From an optimization exercise on the open Yosys and OpenROAD flow, aimed at small area, a short achievable clock period and few clock cycles per item; shortcuts taken in it are not production practice.
RTL that was checked went through simulation tests only; none was proved equivalent to the original.
Power and IR drop assume default switching activity.

==> v2 <==
// stereo_biquad
module stereo_biquad (
    input  wire        clk,
    input  wire        rst,           
    input  wire        cfg_we,
    input  wire [2:0]  cfg_addr,
    input  wire [31:0] cfg_wdata,
    input  wire        in_valid,
    output reg         in_ready,
    input  wire [31:0] in_l,
    input  wire [31:0] in_r,
    output reg         out_valid,
    output wire [31:0] out_l,
    output wire [31:0] out_r
);
export LEC_CHECK = 0
export CAP_MARGIN = 20
export CORE_MARGIN = 2
export CORE_UTILIZATION = 60
export CTS_BUF_LIST = sky130_fd_sc_hd__clkbuf_16
export CTS_CLUSTER_DIAMETER = 100
export CTS_CLUSTER_SIZE = 22
export SLEW_MARGIN = 20
create_clock -name core_clock -period 19.0 [get_ports {clk}]
standard.sh (not shown) runs the stock make flow with config.mk's settings and CLKGATE_MAP_FILE= SYNTH_SCRIPT=/design/flow/synth_recipe.tcl, a recipe that flattens the netlist after the stock synthesis.
==> flow/flow/run.sh <==
#!/bin/bash
# Standard ORFS layout; repair_timing aims for extra setup slack so the
# design runs faster than the fixed clock constraint requires.
set -euo pipefail
bash standard.sh SETUP_SLACK_MARGIN=14 SLEW_MARGIN=60 CAP_MARGIN=60 finish > orfs_make.log 2>&1
==> v10 (differences from v2) <==
--- a/flow/config.mk
+++ b/flow/config.mk
@@ -8,7 +8,4 @@
 export CAP_MARGIN = 20
 export CORE_MARGIN = 2
-export CORE_UTILIZATION = 60
-export CTS_BUF_LIST = sky130_fd_sc_hd__clkbuf_16
-export CTS_CLUSTER_DIAMETER = 100
-export CTS_CLUSTER_SIZE = 22
+export CORE_UTILIZATION = 72
 export SLEW_MARGIN = 20
==> flow_summary.ini <==
[power_and_ir_drop]
pwr-share-comb = 0.680

[grt]
grtUsageMet2 = 0.737

[timing]
hold_ws_ps = 325

[status]
status = timing/DRC/antenna clean

[placed_design]
dp_hpwl_mm = 146
place_ws_ps = 12620
placed_area_um2 = 67200

[final_layout]
finalNonFillerCells = 8508
That was v10.
==> flow_summary.ini <==
[status]
status = timing/DRC/antenna clean

[placed_design]
dp_hpwl_mm = 151

[final_layout]
finalNonFillerCells = 8643

[timing]
hold_ws_ps = 330

[grt]
grtUsageMet2 = 0.606
That was v2.
Testbench counts of v2, summed over its fixed seeds: cycles 42,992, items 4,096.
Testbench counts of v10, summed over its fixed seeds: cycles 42,992, items 4,096.


==> build 87 <==
stereo_biquad, a different RTL version from the one above (not shown whole).
==> module stereo_biquad, before the edit <==
module stereo_biquad (
    input  wire        clk,
    input  wire        rst,           
    input  wire        cfg_we,
    input  wire [2:0]  cfg_addr,
    input  wire [31:0] cfg_wdata,
    input  wire        in_valid,
    output reg         in_ready,
    input  wire [31:0] in_l,
    input  wire [31:0] in_r,
    output reg         out_valid,
    output wire [31:0] out_l,
    output wire [31:0] out_r
);
    localparam [31:0] B0_RST = 32'h3EF65ADD;
    localparam [31:0] B1_RST = 32'h3F765ADD;
    localparam [31:0] B2_RST = 32'h3EF65ADD;
    localparam [31:0] A1_RST = 32'h3F2C0CB9;
    localparam [31:0] A2_RST = 32'h3E815203;
    reg [31:0] b0, b1, b2, a1, a2;
    always @(posedge clk) begin
        if (rst) begin
            b0 <= B0_RST;
            b1 <= B1_RST;
            b2 <= B2_RST;
            a1 <= A1_RST;
            a2 <= A2_RST;
        end else if (cfg_we) begin
            if (cfg_addr == 3'd0) b0 <= cfg_wdata;
            if (cfg_addr == 3'd1) b1 <= cfg_wdata;
            if (cfg_addr == 3'd2) b2 <= cfg_wdata;
            if (cfg_addr == 3'd3) a1 <= cfg_wdata;
            if (cfg_addr == 3'd4) a2 <= cfg_wdata;
        end
    end
    reg rst_q, clr_q;
    always @(posedge clk) begin
        rst_q <= rst;
        clr_q <= cfg_we && (cfg_addr == 3'd5);
    end
    reg  [18:0] slot;
    wire        start = in_valid && !(|slot[8:0]) && !slot[10] && !rst && !rst_q;
    always @(posedge clk) begin
        if (rst_q) slot <= 19'd0;
        else       slot <= {slot[17:0], start};
        in_ready  <= slot[5] && !rst && !rst_q;
        out_valid <= slot[18] && !rst && !rst_q;
    end
    reg [31:0] xl, xr;
    always @(posedge clk) begin
        xl <= in_l;
        xr <= in_r;
    end
    reg [31:0] x1l, x1r, x2l, x2r, y1l, y1r, y2l, y2r;
    assign out_l = y1l;
    assign out_r = y1r;
    wire pend_l = slot[15] | slot[16];    
    wire pend_r = slot[18];
    wire [31:0] mul_a = ({32{slot[0] | slot[2]}} & b0)
                      | ({32{slot[1] | slot[3]}} & b1)
                      | ({32{slot[4] | slot[6]}} & b2)
                      | ({32{slot[7] | slot[9]}} & a1)
                      | ({32{slot[5] | slot[8]}} & a2);
    wire [31:0] mul_b = ({32{slot[0]}} & xl)  | ({32{slot[1]}} & x1l)
                      | ({32{slot[2]}} & xr)  | ({32{slot[3]}} & x1r)
                      | ({32{slot[4]}} & x2l) | ({32{slot[6]}} & x2r)
                      | ({32{slot[7] | (slot[5] & pend_l)}} & y1l)
                      | ({32{slot[5] & !pend_l}} & y2l)
                      | ({32{slot[9] | (slot[8] & pend_r)}} & y1r)
                      | ({32{slot[8] & !pend_r}} & y2r);
    wire [31:0] prod;
    fp32_mul u_mul (.clk(clk), .a(mul_a), .b(mul_b), .y(prod));
    reg [31:0] hold, p4r;
    always @(posedge clk) begin
        if (slot[4] | slot[6] | slot[9]) hold <= prod;
        if (slot[12]) p4r <= prod;
    end
    reg  [31:0] sum_q;
    wire [31:0] add_a = (slot[5] | slot[7]) ? hold : sum_q;
    wire [31:0] add_p = slot[14] ? hold : slot[16] ? p4r : prod;
    wire        neg   = slot[11] | slot[13] | slot[14] | slot[16];
    wire [31:0] sum;
    fp32_add u_add (.clk(clk), .a(add_a), .b({add_p[31] ^ neg, add_p[30:0]}), .y(sum));
    always @(posedge clk) sum_q <= sum;
    always @(posedge clk) begin
        if (rst_q || clr_q) begin
            x1l <= 32'd0; x1r <= 32'd0; x2l <= 32'd0; x2r <= 32'd0;
            y1l <= 32'd0; y1r <= 32'd0; y2l <= 32'd0; y2r <= 32'd0;
        end else begin
            if (slot[6]) begin
                x2l <= x1l; x1l <= xl;
                x2r <= x1r; x1r <= xr;
            end
            if (slot[16]) begin
                y2l <= y1l; y1l <= sum;
            end
            if (slot[18]) begin
                y2r <= y1r; y1r <= sum;
            end
        end
    end
endmodule
export LEC_CHECK = 0
export CAP_MARGIN = 20
export CORE_MARGIN = 2
export CORE_UTILIZATION = 60
export SLEW_MARGIN = 20
create_clock -name core_clock -period 19.0 [get_ports {clk}]
==> flow/flow/run.sh <==
#!/bin/bash
# Standard ORFS layout; repair_timing aims for extra setup slack so the
# design runs faster than the fixed clock constraint requires.
set -euo pipefail
bash standard.sh SETUP_SLACK_MARGIN=13.7 SLEW_MARGIN=60 CAP_MARGIN=60 finish > orfs_make.log 2>&1
==> trial 36 (differences from build 87) <==
==> flow/flow/run.sh (replaced) <==
#!/bin/bash
# Standard ORFS layout; repair_timing aims for extra setup slack so the
# design runs faster than the fixed clock constraint requires.
set -euo pipefail
bash standard.sh SETUP_SLACK_MARGIN=14 SLEW_MARGIN=60 CAP_MARGIN=60 finish > orfs_make.log 2>&1
Settings changed: CORE_UTILIZATION 60 to 40.
==> build 23 (differences from build 87) <==
--- a/flow/design.v
+++ b/flow/design.v
@@ -1172,5 +1172,18 @@
     localparam [31:0] A2_RST = 32'h3E815203;
+    reg        rst_q;
+    reg [5:0]  cwe;         
+    reg [31:0] cwd;
+    always @(posedge clk) begin
+        rst_q  <= rst;
+        cwe[0] <= cfg_we && (cfg_addr == 3'd0);
+        cwe[1] <= cfg_we && (cfg_addr == 3'd1);
+        cwe[2] <= cfg_we && (cfg_addr == 3'd2);
+        cwe[3] <= cfg_we && (cfg_addr == 3'd3);
+        cwe[4] <= cfg_we && (cfg_addr == 3'd4);
+        cwe[5] <= cfg_we && (cfg_addr == 3'd5);
+        cwd    <= cfg_wdata;
+    end
     reg [31:0] b0, b1, b2, a1, a2;
     always @(posedge clk) begin
-        if (rst) begin
+        if (rst_q) begin
             b0 <= B0_RST;
@@ -1180,15 +1193,10 @@
             a2 <= A2_RST;
-        end else if (cfg_we) begin
-            if (cfg_addr == 3'd0) b0 <= cfg_wdata;
-            if (cfg_addr == 3'd1) b1 <= cfg_wdata;
-            if (cfg_addr == 3'd2) b2 <= cfg_wdata;
-            if (cfg_addr == 3'd3) a1 <= cfg_wdata;
-            if (cfg_addr == 3'd4) a2 <= cfg_wdata;
+        end else begin
+            if (cwe[0]) b0 <= cwd;
+            if (cwe[1]) b1 <= cwd;
+            if (cwe[2]) b2 <= cwd;
+            if (cwe[3]) a1 <= cwd;
+            if (cwe[4]) a2 <= cwd;
         end
     end
-    reg rst_q, clr_q;
-    always @(posedge clk) begin
-        rst_q <= rst;
-        clr_q <= cfg_we && (cfg_addr == 3'd5);
-    end
     reg  [18:0] slot;
@@ -1238,3 +1246,3 @@
     always @(posedge clk) begin
-        if (rst_q || clr_q) begin
+        if (rst_q || cwe[5]) begin
             x1l <= 32'd0; x1r <= 32'd0; x2l <= 32'd0; x2r <= 32'd0;
==> flow/flow/run.sh (replaced) <==
#!/bin/bash
# Standard ORFS layout; repair_timing aims for extra setup slack so the
# design runs faster than the fixed clock constraint requires.
set -euo pipefail
bash standard.sh SETUP_SLACK_MARGIN=14 SLEW_MARGIN=60 CAP_MARGIN=60 finish > orfs_make.log 2>&1
Settings changed: CTS_BUF_LIST set to sky130_fd_sc_hd__clkbuf_16, CTS_CLUSTER_DIAMETER set to 120, CTS_CLUSTER_SIZE set to 28.
==> build 17 (differences from build 87) <==
--- a/flow/design.v
+++ b/flow/design.v
@@ -1172,5 +1172,18 @@
     localparam [31:0] A2_RST = 32'h3E815203;
+    reg        rst_q;
+    reg [5:0]  cwe;         
+    reg [31:0] cwd;
+    always @(posedge clk) begin
+        rst_q  <= rst;
+        cwe[0] <= cfg_we && (cfg_addr == 3'd0);
+        cwe[1] <= cfg_we && (cfg_addr == 3'd1);
+        cwe[2] <= cfg_we && (cfg_addr == 3'd2);
+        cwe[3] <= cfg_we && (cfg_addr == 3'd3);
+        cwe[4] <= cfg_we && (cfg_addr == 3'd4);
+        cwe[5] <= cfg_we && (cfg_addr == 3'd5);
+        cwd    <= cfg_wdata;
+    end
     reg [31:0] b0, b1, b2, a1, a2;
     always @(posedge clk) begin
-        if (rst) begin
+        if (rst_q) begin
             b0 <= B0_RST;
@@ -1180,15 +1193,10 @@
             a2 <= A2_RST;
-        end else if (cfg_we) begin
-            if (cfg_addr == 3'd0) b0 <= cfg_wdata;
-            if (cfg_addr == 3'd1) b1 <= cfg_wdata;
-            if (cfg_addr == 3'd2) b2 <= cfg_wdata;
-            if (cfg_addr == 3'd3) a1 <= cfg_wdata;
-            if (cfg_addr == 3'd4) a2 <= cfg_wdata;
+        end else begin
+            if (cwe[0]) b0 <= cwd;
+            if (cwe[1]) b1 <= cwd;
+            if (cwe[2]) b2 <= cwd;
+            if (cwe[3]) a1 <= cwd;
+            if (cwe[4]) a2 <= cwd;
         end
     end
-    reg rst_q, clr_q;
-    always @(posedge clk) begin
-        rst_q <= rst;
-        clr_q <= cfg_we && (cfg_addr == 3'd5);
-    end
     reg  [18:0] slot;
@@ -1238,3 +1246,3 @@
     always @(posedge clk) begin
-        if (rst_q || clr_q) begin
+        if (rst_q || cwe[5]) begin
             x1l <= 32'd0; x1r <= 32'd0; x2l <= 32'd0; x2r <= 32'd0;
==> flow/flow/run.sh (replaced) <==
#!/bin/bash
# Standard ORFS layout; repair_timing aims for extra setup slack so the
# design runs faster than the fixed clock constraint requires.
set -euo pipefail
bash standard.sh SETUP_SLACK_MARGIN=14 SLEW_MARGIN=20 CAP_MARGIN=20 finish > orfs_make.log 2>&1
==> notes <==
Of build 87 and trial 36, trial 36 has the higher final area (gap about 3%, measured against trial 36). Core utilization: build 17 > build 87 > build 23 > trial 36. The highest count of clock-buffer cells in the layout belongs to build 17, the lowest to build 23. In build 87 the power is larger than in trial 36, by about 4.6%. Of trial 36 and build 87, trial 36 has the higher die area (gap about 50%, measured against build 87).
Testbench counts of build 23, summed over its fixed seeds: cycles 42,992, items 4,096.
Testbench counts of build 17, summed over its fixed seeds: cycles 42,992, items 4,096.
Function not checked in build 87 and trial 36: the RTL went through the layout flow alone.

what the ideal ports hide:
Ports are ideal in the flow. The routed layouts listed here were re-timed in OpenROAD.
Step 1 (the two cells are an assumption about what drives the block):
set clk [get_ports {clk}]
set_driving_cell -lib_cell sky130_fd_sc_hd__clkbuf_16 $clk
set_driving_cell -lib_cell sky130_fd_sc_hd__buf_2 [delete_from_list [all_inputs] $clk]
Step 2 adds t to the input delays and takes it off the output delays; t is the mean of the earliest and latest rising clock arrival at the registers after step 1. Input paths then give back, and output paths get back, about the clock's delay inside the block.
Slacks: ideal ports / drivers / drivers and shift; pairs: ideal ports / drivers.
run	t, ns	slack for setup (ns)	worst register clock-pin slew, ns
v2	0.781	13.928 / 13.851 / 14.074	0.09 / 0.09
v10	0.782	13.854 / 13.854 / 13.854	0.07 / 0.07
build 87	0.767	13.711 / 13.632 / 13.198	0.07 / 0.07
trial 36	0.788	13.923 / 13.846 / 13.331	0.08 / 0.08
build 23	0.766	13.931 / 13.853 / 14.086	0.12 / 0.12
build 17	0.777	13.925 / 13.845 / 14.036	0.07 / 0.07
After both steps setup and hold are still met in every run listed. The setup slack of trial 36, which loses most, moves by -0.077 ns with the drivers and by -0.592 ns with both steps.
